What follows belongs to an exercise in optimizing a design on an open flow for small area; a production flow would make more cautious choices. Only simulation tests tie the RTL to the original design; equivalence was not proved. No activity file was given, so power comes from the tool's default toggle rates.

--- flow/config.mk ---
export PLATFORM = sky130hd
export DESIGN_NAME = cpu16
export DESIGN_NICKNAME = cpu16
export VERILOG_FILES = /design/flow/design.v
export SDC_FILE = /design/flow/constraint.sdc
export NUM_CORES = 4
export LEC_CHECK = 0
export ABC_AREA = 1
export CAP_MARGIN = 0
export CORE_MARGIN = 2
export CORE_UTILIZATION = 50
export GPL_TIMING_DRIVEN = 0
export PLACE_DENSITY = 0.65
export SLEW_MARGIN = 0
--- flow/constraint.sdc ---
create_clock -name core_clock -period 10.0 [get_ports {clk}]
set_input_delay 2.0000 -clock core_clock [delete_from_list [all_inputs] [get_ports {clk}]]
set_output_delay 2.0000 -clock core_clock [all_outputs]
set_load 0.01 [all_outputs]
--- flow/design.v ---
module cpu16_alu (
    input  wire       x,         
    input  wire       y,         
    input  wire       cin,       
    input  wire       is_and,
    input  wire       is_or,
    output wire       r,         
    output wire       cout
);
    wire s = x ^ y ^ cin;
    assign cout = (x & y) | (cin & (x ^ y));
    assign r = is_and ? (x & y) : is_or ? (x | y) : s;
endmodule
module cpu16 (
    input  wire        clk,
    input  wire        rst,           
    output wire [15:0] imem_addr,
    input  wire [15:0] imem_rdata,
    output wire [15:0] dmem_addr,
    output wire [15:0] dmem_wdata,
    output wire        dmem_we,
    input  wire [15:0] dmem_rdata,
    input  wire [3:0]  dbg_sel,
    output wire [15:0] dbg_rdata,
    output wire [15:0] pc_o,
    output wire [15:0] sp_o,
    output wire [15:0] ir_o,
    output wire [3:0]  flags_o,       
    output wire        halted,
    output wire        faulted
);
    localparam [1:0] ST_FE = 2'd0, ST_P1 = 2'd1, ST_P2 = 2'd2, ST_CL = 2'd3;
    reg [255:0] rf;           
    reg [15:0]  pc, ir, T;
    reg [8:0]   sp;           
    reg [3:0]   t;            
    reg [1:0]   st;
    reg         fn, fz, fc, fv;
    reg         halted_r, faulted_r;
    reg         cy;           
    reg         pcy;          
    reg [3:0]   shn;          
    reg         shr;          
    wire ended = halted_r | faulted_r;
    wire run   = ~ended;
    wire [3:0] op = ir[15:12];
    wire [3:0] rd = ir[11:8];
    wire [3:0] ra = ir[7:4];
    wire [3:0] rb = ir[3:0];
    wire op_loadi = op == 4'h0;
    wire op_lui   = op == 4'h1;
    wire op_load  = op == 4'h2;
    wire op_store = op == 4'h3;
    wire op_addi  = op == 4'h4;
    wire op_sub   = op == 4'h6;
    wire op_and   = op == 4'h7;
    wire op_or    = op == 4'h8;
    wire op_shft  = op == 4'h9;
    wire op_beq   = op == 4'hA;
    wire op_bne   = op == 4'hB;
    wire op_b     = op == 4'hC;
    wire op_call  = op == 4'hD;
    wire op_ret   = op == 4'hE;
    wire op_halt  = op == 4'hF;
    wire op_alu   = (op >= 4'h4) && (op <= 4'h8);    
    wire op_addsub = (op >= 4'h4) && (op <= 4'h6);
    wire s_fe = st == ST_FE;
    wire s_p1 = st == ST_P1;
    wire s_p2 = st == ST_P2;
    wire clr  = st == ST_CL;               
    wire t0   = t == 4'd0;
    wire t15  = t == 4'd15;
    wire tsp  = (t <= 4'd8);               
    wire [3:0]  wsel = ended ? dbg_sel :
                       s_fe  ? imem_rdata[3:0] :
                       (s_p1 & op_store) ? rd :
                       (s_p1 & op_alu) ? rb : ra;
    wire [15:0] w;
    cpu16_wmux u_wmux (.rf(rf), .sel(wsel), .w(w));
    wire [15:0] wr0  = t[0] ? {w[14:0], w[15]} : w;
    wire [15:0] wr1  = t[1] ? {wr0[13:0], wr0[15:14]} : wr0;
    wire [15:0] wr2  = t[2] ? {wr1[11:0], wr1[15:12]} : wr1;
    wire [15:0] word = t[3] ? {wr2[7:0], wr2[15:8]} : wr2;
    wire pa = w[0];                        
    wire pb = T[15];                       
    wire       sext4 = op_addi | op_load | op_store;
    wire       sext8 = op[3] & (op[2] | op[1]);      
    wire [2:0] iidx  = (sext4 & (t[3] | t[2])) ? 3'd3 :
                       (sext8 & t[3]) ? 3'd7 : t[2:0];
    wire       ibit  = ir[iidx];
    wire sp_mode = (op_call & s_p1) | (op_ret & (s_p1 | s_p2));
    wire x   = sp_mode ? sp[0] : pa;
    wire y   = sp_mode ? (op_call & tsp) :
               sext4   ? ibit : (pb ^ op_sub);
    wire cin = t0 ? (op_sub | (op_ret & s_p2)) : cy;
    wire alu_r, cout;
    cpu16_alu u_alu (
        .x(x), .y(y), .cin(cin), .is_and(op_and), .is_or(op_or),
        .r(alu_r), .cout(cout)
    );
    wire [3:0] tidx = shr ? ~shn : (shn - 4'd1);
    wire       tap  = T[tidx];
    wire       shnz = shn != 4'd0;
    wire       sh_cap = op_shft & ((s_p1 & shr & t15) | (s_fe & ~shr & t0));
    wire [7:0] ea;
    genvar gi;
    generate for (gi = 0; gi < 8; gi = gi + 1) begin : g_ea
        assign ea[gi] = T[15 - gi];
    end endgenerate
    wire oor = |T[7:0];
    wire ok2 = ~(t0 & oor);
    wire tld   = s_p2 & t0 & (op_load | op_ret);
    wire rdbit = t0 ? dmem_rdata[0] : T[15];
    wire [15:0] tload;
    generate for (gi = 1; gi < 16; gi = gi + 1) begin : g_tload
        assign tload[gi] = dmem_rdata[16 - gi];
    end endgenerate
    assign tload[0] = 1'b0;
    wire wbit = clr ? 1'b0 :
                s_p2 ? (op_shft ? tap : op_alu ? alu_r : rdbit) :
                (ibit & (op[0] | ~t[3]));           
    wire wen  = clr | (run & ((s_p1 & (op_loadi | (op_lui & t[3]))) |
                              (s_p2 & (op_shft | op_alu | (op_load & ok2)))));
    integer r;
    always @(posedge clk) begin
        for (r = 0; r < 16; r = r + 1)
            rf[16*r +: 16] <= {(wen & (clr | (rd == r))) ? wbit : rf[16*r],
                               rf[16*r+1 +: 15]};
    end
    wire br_take = (op_beq & fz) | (op_bne & ~fz) | op_b;
    wire pc_p1   = s_p1;
    wire pc_call = s_p2 & op_call & ok2;
    wire pc_ret  = s_p2 & op_ret & ok2;
    wire py      = ((pc_p1 & br_take) | pc_call) & ibit;
    wire pcin    = t0 ? pc_p1 : pcy;
    wire pc_sum  = pc[0] ^ py ^ pcin;
    wire pc_cout = (pc[0] & py) | (pcin & (pc[0] ^ py));
    wire pc_en   = clr | (run & (pc_p1 | pc_call | pc_ret));
    wire pc_in   = clr ? 1'b0 : pc_ret ? rdbit : pc_sum;
    wire sp_en   = clr ? tsp : (run & tsp & ((s_p1 & (op_call | op_ret)) | (s_p2 & op_ret & ok2)));
    wire sp_in   = clr ? t[3] : alu_r;
    wire fetch    = run & s_fe & t15 & (pc[15:8] == 8'h00);
    always @(posedge clk) begin
        t   <= rst ? 4'd0 : t + 4'd1;
        cy  <= cout;
        pcy <= pc_cout;
        if (rst)
            ir[15] <= 1'b0;                     
        else if (fetch)
            ir <= imem_rdata;
        if (fetch) begin
            shn <= word[3:0];
            shr <= word[15] | (word[3:0] == 4'd0);
        end
        if (pc_en) pc <= {pc_in, pc[15:1]};
        if (sp_en) sp <= {sp_in, sp[8:1]};
        if (tld)
            T <= tload;
        else
            T <= {T[14:0], s_p2 ? (pa & ~shr) :
                           (op_shft | op_alu) ? (pa & (shr | op_alu)) : (alu_r & (tsp | ~sp_mode))};
        if (rst) begin
            st        <= ST_CL;
            halted_r  <= 1'b0;
            faulted_r <= 1'b0;
            fn <= 1'b0; fz <= 1'b0; fc <= 1'b0; fv <= 1'b0;
        end else if (run) begin
            if (s_p2 & (op_shft | op_alu)) begin
                fn <= wbit;
                fz <= ~wbit & (t0 | fz);
                if (op_alu) fc <= op_addsub & cout;
                fv <= op_addsub & (cin ^ cout);
            end
            if (sh_cap) fc <= tap & shnz;
            case (st)
                ST_CL: if (t15) st <= ST_FE;
                ST_FE: if (t15) begin
                    if (pc[15:8] != 8'h00) faulted_r <= 1'b1;
                    else                   st <= ST_P1;
                end
                ST_P1: if (t15) begin
                    if (op_halt) halted_r <= 1'b1;
                    st <= (op_load | op_store | op_shft | op_call | op_ret | op_alu) ? ST_P2 : ST_FE;
                end
                ST_P2: begin
                    if (t0 & (op_load | op_store | op_call | op_ret) & oor) faulted_r <= 1'b1;
                    if (t15) st <= ST_FE;
                end
            endcase
        end
    end
    assign dmem_we    = run & ~oor & s_p2 & t0 & (op_store | op_call);
    assign dmem_addr  = {8'h00, ea};
    assign dmem_wdata = ir[14] ? pc : word;
    assign imem_addr = pc;
    assign dbg_rdata = word;
    assign pc_o      = pc;
    assign sp_o      = {{7{sp[8] & sp[7]}}, sp};
    assign ir_o      = ir;
    assign flags_o   = {fn, fz, fc, fv};
    assign halted    = halted_r;
    assign faulted   = faulted_r;
endmodule
module cpu16_wmux (
    input  wire [255:0] rf,
    input  wire [3:0]   sel,
    output wire [15:0]  w
);
    wire [15:0] oh = 16'b1 << sel;
    genvar i, g;
    generate for (i = 0; i < 16; i = i + 1) begin : g_bit
        wire [15:0] tm;
        for (g = 0; g < 16; g = g + 1) begin : g_term
            assign tm[g] = rf[16*g+i] & oh[g];
        end
        wire [5:0] n;
        assign n[0] = ~(tm[0]  | tm[1]  | tm[2]);
        assign n[1] = ~(tm[3]  | tm[4]  | tm[5]);
        assign n[2] = ~(tm[6]  | tm[7]  | tm[8]);
        assign n[3] = ~(tm[9]  | tm[10] | tm[11]);
        assign n[4] = ~(tm[12] | tm[13] | tm[14]);
        assign n[5] = ~tm[15];
        assign w[i] = ~(&n);
    end endgenerate
endmodule
--- flow/flow/run.sh ---
#!/bin/bash
# Own layout flow: the standard ORFS flow (standard.sh) with three changes:
#  - synthesis maps logic with area-oriented ABC scripts: the word mux module
#    cpu16_wmux (kept as a module until the end of synthesis, then flattened as
#    usual) with flow/abc_mux.script, the rest with flow/abc_area.script;
#    everything else in synthesis is the standard script, so registers are unchanged;
#  - ports are buffered with the smallest buffer (buf_1);
#  - clock tree synthesis uses small clock buffers and no dummy loads.
set -euo pipefail
W=$PWD
rm -rf "$W/own_scripts"
cp -r "$FLOW_HOME/scripts" "$W/own_scripts"
cp "$W/flow/abc_area.script" "$W/own_scripts/abc_area.script"
cp "$W/flow/abc_mux.script" "$W/own_scripts/abc_mux.script"
python3 - "$W/own_scripts/synth.tcl" <<'PY'
import sys
p = sys.argv[1]
s = open(p).read()
old = "  log_cmd abc {*}$abc_args\n"
assert s.count(old) == 1
new = ("  log_cmd abc {*}[lreplace $abc_args 1 1 $::env(SCRIPTS_DIR)/abc_mux.script] cpu16_wmux\n"
       + old)
open(p, "w").write(s.replace(old, new))
PY
export SYNTH_KEEP_MODULES=cpu16_wmux

export BUFFER_PORTS_ARGS="-buffer_cell sky130_fd_sc_hd__buf_1"
export CTS_ARGS="-sink_clustering_enable -repair_clock_nets -dont_use_dummy_load -sink_clustering_size 18 -sink_clustering_max_diameter 100 -buf_list {sky130_fd_sc_hd__clkbuf_8}"

SCRIPTS_DIR="$W/own_scripts" bash standard.sh synth > "$W/synth.log" 2>&1
bash standard.sh > "$W/layout.log" 2>&1
test -f "$W/out/final.def"
--- flow/flow/abc_area.script ---
strash
dch
amap -F 20 -A 40
topo
--- flow/flow/abc_mux.script ---
strash
&get -n
&dch
&nf -R 1000
&put
topo
--- flow/standard.sh ---
#!/bin/bash
# synth_recipe.tcl (not shown) runs the flow's synth.tcl, then flattens the netlist and writes it again
# the make line also repeats each setting of config.mk as NAME=value (left out here)
make -C /OpenROAD-flow-scripts/flow DESIGN_CONFIG=/design/flow/config.mk WORK_HOME=/design/flow/orfs CLKGATE_MAP_FILE= SYNTH_SCRIPT=/design/flow/synth_recipe.tcl "${@:-finish}"
==> summary.md, run 1 <==
| Metric | Value |
|---|---|
| Status | no timing/DRC/antenna violations |
| Clk latency of the worst-skew pair | 0.58 ns |
| Vias after detailed routing | 8501 |
| Comb power frac | 0.267 |
| Post-DP HPWL | 21.4 mm |
| Layout Nets | 1214 |
| Ant. Diodes | 0 |
| DP Worst Slack | -0.188 ns |
| Worst hold stages | 0 |
| Synthesized area | 11100 sq um |
| CTS tree | done |
| Net Sw Frac | 0.344 |
| Cell Int Power | 0.00251 W |
| Die X | 153 um |
| Max Cap Violations | 0 |
| HP Class | register to register |
| Initial antenna violation count | 0 |
| Reg2reg start | ir[14] |
| Tcrit/Tclk final | 0.946 |
| Main flop type after synthesis | dfxtp_1 |
| Critical path startpoint category | register |
| H-tree depth | 1 |
| Critical path type | register to output pin |
| RR Endpoint | fn |
| Met3 wire len | 1.93 mm |
| I/O Buffers | 148 |
| Post-synth EDFFs | 45 |
| Pwr per Cell Area | 304 nW/um^2 |
| Distinct cells, synth | 41 |
| Vias per cell | 5.90 |
| Static Leak | 4.50 nW |
| Finish-stage setup viols | 0 |
| Clock sinks | 332 |
| Area grow syn2layout | 13.5% |
| Post-route minimum period | 9.46 ns |
| RSZ-0062 raised after global routing | no |
| Vias in the first global route | 8109 |
| CP Max Fanout | 22 |
| Clock-pin transition on the worst setup and hold timing paths | 0.12 ns |
| Final wirelength | 28.9 mm |
| Hold Path Origin | rf[166] |
| Req. time, crit path | 8.00 ns |
| Clk buf depth | 3 |
| I/O pin count | 157 |
| Overflow after GRT | 0 |
| Worst r2r path cells | 25 |
| FFs w/ async S/R, synth | 0 |
| Arrival time worst endpoint | 7.46 ns |
| CTS Root Cell | clkbuf_8 |
| Die H | 153 um |
| Number of buffers created by CTS | 22 |
| Share of layout cells above drive strength 1 | 0.0852 |
| Fmax achieved | 106 MHz |
| Tot GR Track Use | 0.240 |
| Syn Area/Cell | 11.5 sq um |
| Rows | 54 |
| Clock Power Share | 0.151 |
| Core Region | 21800 sq um |
| Most frequent cells in the layout | dfxtp_1, buf_1, a222oi_1 |
| Commonest non-fill, non-tap cell in the layout | dfxtp_1 |
| Global-route wire length before repair | 45.4 mm |
| Largest net degree at the start of global routing | 24 |
| Setup tns final | 0 ns |
| Drt wl/cell | 20.0 um |
| DR pass1 iterations | 9 |
| Max layer used | met4 |
| P_sw | 0.00132 W |
| VDD IR max | 0.000191 V |
| Detail Route met2 WL | 13.6 mm |
| Final worst setup slack | 0.540 ns |
| Sequential-to-total area share from yosys stat | 0.639 |
| DR DRC count | 0 |
| Worst slew margin | 0.183 |
| Starting DRC count in detailed routing | 890 |
| ANT nets after route | 0 |
| Seq cells post-synth | 332 |
| R2R Setup Slk | 1.78 ns |
| Hold Violations, Final | 0 |
| Pins Over Slew Limit | 0 |
| Cells after synthesis | 966 |
| Ys Warns | 1 |
| Clk_skew | 0.0570 ns |
| Routed length on met1 | 12.7 mm |
| Initial Util | 0.509 |
| Min-Delay Endpoint | rf[165] |
| Crit. End Element | output pin |
| Die area | 23400 sq um |
| Sequential power share | 0.582 |
| Worst-Margin Slew | 1.22 ns |
| Placer's final routability congestion estimate | 0.912 |
## cell usage after synthesis (4+ instances only)
cell type / instances / area, sq um
clkinv_1: 66 / 248
nor2_1: 73 / 274
ha_1: 10 / 125
dfxtp_1: 287 / 5750
a22oi_1: 5 / 37.5
buf_4: 42 / 315
nor3_1: 13 / 65.1
a222oi_1: 80 / 801
o221ai_1: 4 / 35.0
nand2_1: 59 / 221
and4_1: 16 / 140
a22o_1: 13 / 114
o22a_1: 33 / 289
o21a_1: 4 / 30.0
nand3_1: 20 / 100
a221oi_1: 7 / 61.3
edfxtp_1: 45 / 1350
o21ai_0: 59 / 295
a21oi_1: 30 / 150
o22ai_1: 55 / 344
nor4b_1: 4 / 35.0
nor4_1: 8 / 50.1
## critical path, cell delays in order (launching register included)
cell and delay, ns:
edfxtp_1 1.02, clkinv_2 0.57, nor2_1 0.33, nor2_1 0.16, nor2_1 0.32, o22ai_1 0.14
a221oi_1 0.32, a21oi_1 0.09, o21ai_2 0.54, clkinv_1 0.43, nor3b_2 0.80, buf_6 0.24
a222oi_1 0.09, and4_1 0.23, nand3_1 0.24, o22ai_1 0.16, o22a_1 0.27, o22a_1 0.19
o22ai_1 0.39, a22o_1 0.20, buf_1 0.17
## metal layers
layer  track usage  vias up
met1         0.328     4033
met4        0.0670        0
met5             0        -
met3        0.0371       57
met2         0.398      331
li1              -     4080
## power groups by stage
stage	Sequential, W	Clock [W]	Combinational (W)
after floorplan	0.00215	0	0.000640
after global placement	0.00225	0	0.000975
after detailed placement	0.00225	0	0.00101
after CTS	0.00223	0.000594	0.00101
after global routing	0.00229	0.000644	0.00112
final	0.00223	0.000580	0.00102
## cells by family (layout without fill, tap and decap cells)
kind of cell / after synthesis / after routing / share of synthesized area
flops: 332 / 332 / 0.639
compound gates: 307 / 307 / 0.208
simple gates: 206 / 206 / 0.0879
buf+inv: 108 / 297 / 0.0507
fa+ha+maj: 12 / 12 / 0.0149
other cells: 1 / 8 / 0.000337
## final cells by class
type / count / area (sq um)
plain buffers: 42 / 315
clock buffers: 22 / 303
fillers: 1911 / 9210
inverters: 66 / 249
multi-input cells: 533 / 3570
flip-flops and latches: 332 / 7100
well taps: 280 / 350
repair buffers: 167 / 732
## modules after synthesis, one instance, submodules excluded
| module | times used | area, sq um | cells | flops+latches |
|---|---|---|---|---|
| cpu16 | 1 | 9900 | 818 | 332 |
| cpu16_wmux | 1 | 1210 | 148 | 0 |
## sequential cells by signal, summed over array words and instances, names as in the netlist, 2 cells and up
name and cells:
st 2, pc 16, rf 256, ir 16
T 16, t 4, sp 9, shn 4
## stage by stage
stage / cells / area (sq um) / hold WS (ns) / total power, W / utilization
detailed placement: 1417 / 12300 / 0.335 / 0.00326 / 0.562
floorplan: 973 / 11100 / 0.330 / 0.00279 / -
finish: 1442 / 12600 / 0.304 / 0.00383 / 0.578
global placement: 1401 / 12000 / 0.335 / 0.00322 / 0.552
global route: 1442 / 12600 / 0.306 / 0.00405 / 0.578
CTS: 1439 / 12600 / 0.308 / 0.00383 / 0.576
## how the worst max path moves through the flow
| stage | from | to | slack, ns |
|---|---|---|---|
| 6_report | ir[14] | dmem_wdata[2] | 0.54 |
| 2_1_floorplan | ir[14] | dmem_wdata[15] | 1.74 |
| 4_1_cts | ir[14] | dmem_wdata[2] | 0.09 |
| 3_3_place_gp | ir[14] | dmem_wdata[2] | -1.44 |
| 5_1_grt | ir[14] | dmem_wdata[2] | 0.09 |
| 3_5_place_dp | ir[14] | dmem_wdata[2] | -0.19 |
## what timing repair did
action	4_1_cts	5_1_grt
resized for setup	3	3
setup buffers	0	3
hold endpoints to repair	0	0
endpoints found under the setup margin	32	32
pin swaps	0	1
hold buffers	0	0
==> run 2, diff against run 1 <==
--- a/flow/config.mk
+++ b/flow/config.mk
@@ -8,7 +8,6 @@
 export ABC_AREA = 1
 export CAP_MARGIN = 0
 export CORE_MARGIN = 2
-export CORE_UTILIZATION = 50
-export GPL_TIMING_DRIVEN = 0
-export PLACE_DENSITY = 0.65
+export CORE_UTILIZATION = 60
+export PLACE_DENSITY = 0.7
 export SLEW_MARGIN = 0
==> run 2 against run 1 <==
  * Die area decreased by 16%
  * Global-route usage increased by 4.2 points
  * Clock skew increased by 0.0053 ns
  * Critical path type unchanged
  * Sequential power about the same
  * Via count increased by 1.5%
  * Non-clock buffer count is 45 lower
  * Utilization rose by 9.3 points
  * Cell area shrank 3.7%
  * Worst setup slack better by 0.14 ns
  * Count of clock-buffer cells in the layout is the same
  * Critical path depth grew 1
  * Critical endpoint is now dmem_wdata[15]
  * First-iteration DRC count grew 27%
==> summary.md, run 2 <==
| Metric | Value |
|---|---|
| Clk buf depth | 3 (unchanged) |
| Placed cell areas | 11800 sq um (-3.5%) |
| Clk latency of the worst-skew pair | 0.55 ns (-0.03 ns) |
| Critical path startpoint category | register |
| Req. time, crit path | 8.00 ns (about the same) |
| Ant. Diodes | 0 (unchanged) |
| Setup repair bufs after CTS | 0 (unchanged) |
| I/O pin count | 157 (unchanged) |
| Commonest non-fill, non-tap cell in the layout | dfxtp_1 |
| Post-DP HPWL | 20.9 mm (-2.4%) |
| Number of buffers created by CTS | 22 (unchanged) |
| Cells after synthesis | 966 (unchanged) |
| Static Leak | 4.25 nW (-5.7%) |
| Tot Pwr | 0.00373 W (-2.5%) |
| Rows | 49 (-9.3%) |
| Vias per cell | 6.41 (+8.7%) |
| Initial Util | 0.614 (+0.105) |
| Pwr per Cell Area | 307 nW/um^2 (+1.2%) |
| Die X | 140 um (-8.5%) |
| HP Class | register to register |
| Hold Violations, Final | 0 (unchanged) |
| CTS Hold Bufs | 0 (unchanged) |
| Layout Nets | 1169 (-3.7%) |
| Starting DRC count in detailed routing | 1133 (+27%) |
| WHS | 0.305 ns (+0.000745 ns) |
| Post-synth top cells | dfxtp_1, a222oi_1, nor2_1 |
| CP Cell Sequence | clkinv_1, nor2_1, nor2_1, nor2_1, o22ai_1, a221oi_1, a21oi_1, o21ai_0, buf_4, clkinv_1, nor3b_2, a222oi_1, and4_1, nand3_1, o22ai_1, o22a_1, o22a_1, o22ai_1, clkinv_1, o21ai_0, buf_1 |
| Post-route minimum period | 9.32 ns (-0.136 ns) |
| I/O Buffers | 148 (unchanged) |
| Top cells by area, synth | dfxtp_1, edfxtp_1, a222oi_1, o22ai_1, buf_4 |
| Global-route wire length before repair | 43.8 mm (-3.7%) |
| Most frequent cell after synthesis | dfxtp_1 |
| Post-route design area | 12100 sq um (-3.7%) |
| Critical path type | register to output pin |
| Max Cap Violations | 0 (unchanged) |
| Clock-pin transition on the worst setup and hold timing paths | 0.11 ns (about the same) |
| Util after Layout | 0.671 (+0.0934) |
| Max reg flops | 256 (unchanged) |
| Sequential-to-total area share from yosys stat | 0.639 (unchanged) |
| Syn Area/Cell | 11.5 sq um (unchanged) |
| ANT nets after route | 0 (unchanged) |
| FFs w/ async S/R, synth | 0 (unchanged) |
| DR pass1 iterations | 27 (+18) |
| Crit. End Element | output pin |
| Pins Over Slew Limit | 0 (unchanged) |
| Vias in the first global route | 7790 (-3.9%) |
| Post-CTS sizing | 0 (-3) |
| Biggest register | rf |
| Main flop type after synthesis | dfxtp_1 |
| H-tree depth | 1 (unchanged) |
| Fillers | 1445 (-24%) |
| Placer's final routability congestion estimate | 0.967 (+6.0%) |
| Distinct cells, synth | 41 (unchanged) |
| Clock sinks | 332 (unchanged) |
| DR DRC count | 0 (unchanged) |
| Seq cells post-synth | 332 (unchanged) |
| Most frequent cells in the layout | dfxtp_1, buf_1, a222oi_1 |
| Vias after detailed routing | 8625 (+1.5%) |
| Share of layout cells above drive strength 1 | 0.0421 (-0.0431) |
| Crit-path slowest cell | nor3b_2 |
| Yosys top cell by area | dfxtp_1 |
| Crit path buf inv count | 5 (+1) |
| Setup tns final | 0 ns (unchanged) |
| CTS tree | done |
| Largest delay contributor family on the critical path | simple AND/OR/NAND/NOR gates |
| Overflow after GRT | 0 (unchanged) |
| Core Region | 18100 sq um (-17%) |
| VDD IR max | 0.000211 V (+11%) |
| RSZ-0062 raised after global routing | no |
| Worst-Margin Slew | 1.21 ns (-0.00709 ns) |
| Initial antenna violation count | 0 (unchanged) |
| Arrival time worst endpoint | 7.32 ns (-0.14 ns) |
| Worst slew margin | 0.188 (+0.00474) |
| Die area | 19600 sq um (-16%) |
| Largest net degree at the start of global routing | 32 (+33%) |
| Finish-stage setup viols | 0 (unchanged) |
| Post-synth EDFFs | 45 (unchanged) |
| Area share of the largest cell type after synthesis | 0.517 (unchanged) |
| Drt wl/cell | 21.1 um (+5.1%) |
| Die H | 140 um (-8.5%) |
| Tcrit/Tclk final | 0.932 (-0.0136) |
| Area grow syn2layout | 9.27% |
| Synthesized area | 11100 sq um (unchanged) |
| Tot GR Track Use | 0.282 (+0.0423) |
| Clk_skew | 0.0623 ns (+0.00535 ns) |
| Slowest stage delay, CP | 0.92 ns (-0.10 ns) |
| CTS Root Cell | clkbuf_8 |
| Final wirelength | 28.4 mm (-1.9%) |
| Fmax achieved | 107 MHz (+1.5%) |
| Status | no timing/DRC/antenna violations |
| CP Max Fanout | 22 (unchanged) |
| Ys Warns | 1 (unchanged) |
==> run 2: final timing paths <==
check	end	cells after the start	from	slack [ns]
worst max-delay path	dmem_wdata[15]	21	ir[14]	0.68
worst min-delay path	rf[150]	0	rf[151]	0.31
worst max register to register	rf[31]	24	ir[14]	2.23
worst min register to register	rf[150]	0	rf[151]	0.31
==> run 2: stage by stage <==
step / cells / setup WS (ns)
finish: 1346 / 0.676
detailed placement: 1324 / 1.54
CTS: 1346 / 0.938
global placement: 1324 / 1.78
floorplan: 973 / 1.74
global route: 1346 / 0.154
==> run 2: final cells by class <==
class | instances | area (sq um) | area share
flip-flops and latches | 332 | 7100 | 0.584
multi-input cells | 533 | 3530 | 0.291
clock buffers | 22 | 303 | 0.0249
well taps | 229 | 287 | 0.0236
inverters | 66 | 248 | 0.0204
repair buffers | 164 | 676 | 0.0556
==> run 2: cells by family (layout without fill, tap and decap cells) <==
logic type	count (synthesis)	after routing	share of synthesized area
flops	332	332	0.639
compound gates	307	307	0.208
simple gates	206	206	0.0879
buf+inv	108	252	0.0507
fa+ha+maj	12	12	0.0149
other cells	1	8	0.000337
==> run 2: where the power goes <==
group | switching (W) | internal, W
Sequential | 0.000312 | 0.00191
Clock | 0.000381 | 0.000199
Combinational | 0.000595 | 0.000337
==> run 2: Yosys stat by module, one instance, submodules excluded <==
module      area (sq um)  flops+latches  cells inside  copies in the design
cpu16               9900            332           818                     1
cpu16_wmux          1210              0           148                     1
==> run 2: per-layer routing <==
metal / part of all wire / global-route usage
met5: 0 / 0
met4: 0.015 / 0.0489
met3: 0.085 / 0.0475
met2: 0.42 / 0.406
met1: 0.48 / 0.453
==> run 3, diff against run 2 <==
--- a/flow/flow/run.sh
+++ b/flow/flow/run.sh
@@ -25,7 +25,7 @@
 export SYNTH_KEEP_MODULES=cpu16_wmux
 
 export BUFFER_PORTS_ARGS="-buffer_cell sky130_fd_sc_hd__buf_1"
-export CTS_ARGS="-sink_clustering_enable -repair_clock_nets -dont_use_dummy_load -sink_clustering_size 18 -sink_clustering_max_diameter 100 -buf_list {sky130_fd_sc_hd__clkbuf_8}"
+export CTS_ARGS="-sink_clustering_enable -repair_clock_nets -dont_use_dummy_load -sink_clustering_size 16 -sink_clustering_max_diameter 80 -buf_list {sky130_fd_sc_hd__clkbuf_8}"
 
 SCRIPTS_DIR="$W/own_scripts" bash standard.sh synth > "$W/synth.log" 2>&1
 bash standard.sh > "$W/layout.log" 2>&1
--- a/flow/config.mk
+++ b/flow/config.mk
@@ -8,6 +8,6 @@
 export ABC_AREA = 1
 export CAP_MARGIN = 0
 export CORE_MARGIN = 2
-export CORE_UTILIZATION = 60
-export PLACE_DENSITY = 0.7
+export CORE_UTILIZATION = 55
+export PLACE_DENSITY = 0.68
 export SLEW_MARGIN = 0
==> run 3 against run 2 <==
  * Still clean on timing, DRC and antenna
  * Combinational power increased by 1%
  * Non-clock buffer count increased by 2
  * Via count decreased by 2.0%
  * Utilization decreased by 4.9 points
  * Total power increased by 1.0%
  * Register-to-register slack improved by 0.20 ns
  * Critical path type unchanged
  * Count of clock-buffer cells in the layout increased by 2
  * Cell count increased by 3.0%
  * Sequential cell count unchanged
==> summary.md, run 3 <==
| Metric | Value |
|---|---|
| FFs w/ async S/R, synth | 0 (unchanged) |
| Cells after synthesis | 966 (unchanged) |
| HP Class | register to register |
| Post-route minimum period | 9.25 ns (-0.0735 ns) |
| Drt wl/cell | 21.3 um (+0.96%) |
| Post-route design area | 12200 sq um (+0.72%) |
| Tcrit/Tclk final | 0.925 (-0.00735) |
| Seq cells post-synth | 332 (unchanged) |
| I/O pin count | 157 (unchanged) |
| Distinct cells, synth | 41 (unchanged) |
| Post-CTS sizing | 0 (unchanged) |
| Area grow syn2layout | 10.1% |
| Reg2reg start | ir[14] |
| RSZ-0062 raised after global routing | no |
| Die X | 146 um (+4.3%) |
| CP Max Fanout | 22 (unchanged) |
| Post-Synth Simple-Gate Area | 0.0879 (unchanged) |
| CTS Hold Bufs | 0 (unchanged) |
| CTS Root Cell | clkbuf_8 |
| Finish-stage setup viols | 0 (unchanged) |
| RR Endpoint | rf[191] |
| Main flop type after synthesis | dfxtp_1 |
| ANT nets after route | 0 (unchanged) |
| Area of the multi-input gates | 3530 sq um (unchanged) |
| Area share of the largest cell type after synthesis | 0.517 (unchanged) |
| Req. time, crit path | 8.00 ns (about the same) |
| Most frequent cell after synthesis | dfxtp_1 |
| Worst-Margin Slew | 1.24 ns (+0.0231 ns) |
| Clk buf depth | 3 (unchanged) |
| Worst hold stages | 0 (unchanged) |
| DR DRC count | 0 (unchanged) |
| Number of buffers created by CTS | 24 (+9.1%) |
| Core Region | 19700 sq um (+8.7%) |
| CTS tree | done |
| Share of layout cells above drive strength 1 | 0.0455 (+0.00342) |
| H-tree depth | 1 (unchanged) |
| Largest net degree at the start of global routing | 32 (unchanged) |
| Commonest non-fill, non-tap cell in the layout | dfxtp_1 |
| VDD IR max | 0.000167 V (-21%) |
| Critical path type | register to output pin |
| Sequential-to-total area share from yosys stat | 0.639 (unchanged) |
| Post-DP HPWL | 21.7 mm (+3.7%) |
| Post-synthesis compound-gate area fraction | 0.208 (unchanged) |
| Initial antenna violation count | 0 (unchanged) |
| Ant. Diodes | 0 (unchanged) |
| Layout Nets | 1173 (+0.34%) |
| Vias after detailed routing | 8450 (-2.0%) |
| Initial Util | 0.565 (-0.0490) |
| Post-synth top cells | dfxtp_1, a222oi_1, nor2_1 |
| Static Leak | 4.27 nW (+0.56%) |
| Vias per cell | 6.10 (-4.9%) |
| Post-synth EDFFs | 45 (unchanged) |
| Worst slew margin | 0.172 (-0.0155) |
| Starting DRC count in detailed routing | 931 (-18%) |
| Mux cell area share after synthesis | 0 (unchanged) |
| Fmax achieved | 108 MHz (+0.79%) |
| Top cells by area, synth | dfxtp_1, edfxtp_1, a222oi_1, o22ai_1, buf_4 |
| Setup repair bufs after CTS | 0 (unchanged) |
| Adder-cell share of the synthesized area | 0.0149 (unchanged) |
| Critical path startpoint category | register |
| Crit. End Element | output pin |
| Clock-pin transition on the worst setup and hold timing paths | 0.10 ns (about the same) |
| Ys Warns | 1 (unchanged) |
| Max Cap Violations | 0 (unchanged) |
| Rows | 51 (+4.1%) |
| Register area | 7100 sq um (unchanged) |
| Yosys top cell by area | dfxtp_1 |
| Final wirelength | 29.5 mm (+4.0%) |
| Crit. Startpoint | ir[14] |
| Clk_skew | 0.0179 ns (-0.0445 ns) |
| Placed cell areas | 11900 sq um (+0.51%) |
| Placer's final routability congestion estimate | 1.00 (+3.5%) |
| Combinational family with the most area after synthesis | compound AO/OA/AOI/OAI gates |
| Max reg flops | 256 (unchanged) |
| Pwr per Cell Area | 308 nW/um^2 (+0.31%) |
| Hold Path Origin | rf[187] |
| Post-Synth XOR/XNOR Area | 0 (unchanged) |
| I/O Buffers | 148 (unchanged) |
| Die area | 21400 sq um (+8.8%) |
| Min-Delay Endpoint | rf[186] |
| R2R Setup Slk | 2.43 ns (+0.20 ns) |
| Tot GR Track Use | 0.269 (-0.0133) |
| Worst r2r path cells | 24 (unchanged) |
| Status | no timing/DRC/antenna violations |
| Most frequent cells in the layout | dfxtp_1, buf_1, a222oi_1 |
| Vias in the first global route | 8017 (+2.9%) |
| Setup tns final | 0 ns (unchanged) |
| Clock sinks | 332 (unchanged) |
| Clk latency of the worst-skew pair | 0.55 ns (about the same) |
| Hold Violations, Final | 0 (unchanged) |
| Synthesized area | 11100 sq um (unchanged) |
| Arrival time worst endpoint | 7.25 ns (-0.07 ns) |
| DR pass1 iterations | 6 (-78%) |
| Overflow after GRT | 0 (unchanged) |
| Biggest register | rf |
| Pins Over Slew Limit | 0 (unchanged) |
| Die H | 146 um (+4.3%) |
| Global-route wire length before repair | 45.7 mm (+4.5%) |
| Fillers | 1652 (+14%) |
| Syn Area/Cell | 11.5 sq um (unchanged) |
[run 3: area by class of cell]
class | instances | share of cell area
timing repair buffer | 166 | 0.0565
tap | 265 | 0.0271
inverter | 66 | 0.0203
clock buffer | 24 | 0.0270
multi-input combinational | 533 | 0.289
sequential | 332 | 0.580
[run 3: metal layers]
| layer | share of wire | routed length (um) | track usage |
|---|---|---|---|
| met4 | 0.017 | 503 | 0.0592 |
| met1 | 0.47 | 13900 | 0.405 |
| met5 | 0 | 0 | 0 |
| met3 | 0.080 | 2350 | 0.0531 |
| met2 | 0.43 | 12800 | 0.404 |
[run 3: per-stage QoR]
stage                     worst slack, ns  total power (W)   util  cells  hold WS [ns]
after global placement               1.69          0.00317  0.605   1362         0.332
after detailed placement             1.49          0.00318  0.605   1362         0.336
after CTS                           0.856          0.00377  0.622   1386         0.348
after floorplan                      1.74          0.00279      -    973         0.330
final                               0.749          0.00377  0.622   1386         0.345
after global routing                0.212          0.00397  0.622   1386         0.354
[run 3: cells by family (layout without fill, tap and decap cells)]
group,Yosys count,in the layout
and+or+nand+nor,206,206
other,1,8
buffers and inverters,108,256
AOI/OAI and AO/OA,307,307
adders and majority gates,12,12
DFF,332,332
[run 3: report_power, final]
| part | total (W) | switching, W | internal (W) |
|---|---|---|---|
| clock network | 0.000598 | 0.000383 | 0.000216 |
| registers | 0.00223 | 0.000322 | 0.00191 |
| logic | 0.000942 | 0.000603 | 0.000340 |
| total | 0.00377 | 0.00131 | 0.00246 |
[run 3: worst max-delay path by stage]
stage,endpoint,depth (start not counted),slack (ns)
CTS,dmem_wdata[15],21,0.86
global placement,dmem_wdata[3],20,1.69
finish,dmem_wdata[3],20,0.75
detailed placement,dmem_wdata[2],20,1.49
global route,dmem_wdata[15],22,0.21
floorplan,dmem_wdata[15],19,1.74
[run 3: per-module statistics from Yosys, one instance, submodules excluded]
module,cell area [sq um],flip-flops and latches,cells,times used
cpu16,9900,332,818,1
cpu16_wmux,1210,0,148,1
[run 3: worst max-delay path, stage by stage, from the launching register on]
cell,delay (ns)
edfxtp_1,0.85
clkinv_1,0.71
nor2_1,0.38
nor2_1,0.18
nor2_1,0.30
o22ai_1,0.13
a221oi_1,0.29
a21oi_1,0.06
o21ai_0,0.18
buf_4,0.21
clkinv_1,0.23
nor3b_2,1.00
a222oi_1,0.33
and4_1,0.28
nand3_1,0.13
o22ai_1,0.13
o22a_1,0.28
o22a_1,0.23
o22ai_1,0.42
a22o_1,0.21
buf_1,0.15

port drivers added, routing unchanged:
The results above use ideal ports. As a check the final layouts listed here were re-extracted and re-timed, cells and wires unchanged. Step 1 sets driving cells, clkbuf_16 on the clock port and buf_2 on the other inputs (assumed; they add their load-dependent delay and slew). Step 2 adds t to the input delays and takes it off the output delays; t is the mean of the earliest and latest rising clock arrival at the registers after step 1. Input paths then give back, and output paths get back, about the clock's delay inside the block. Three values: no drivers, after step 1, after step 2; two values: the first two.
run	t, ns	slack for setup (ns)	worst register clock-pin slew, ns	worst data-port slew with drivers (ns)
run 1	0.593	0.540 / 0.495 / 1.087	0.12 / 0.12	0.05
run 2	0.568	0.676 / 0.635 / 1.202	0.12 / 0.12	0.04
run 3	0.588	0.749 / 0.707 / 1.295	0.10 / 0.10	0.05
After both steps setup and hold are still met in every run listed.
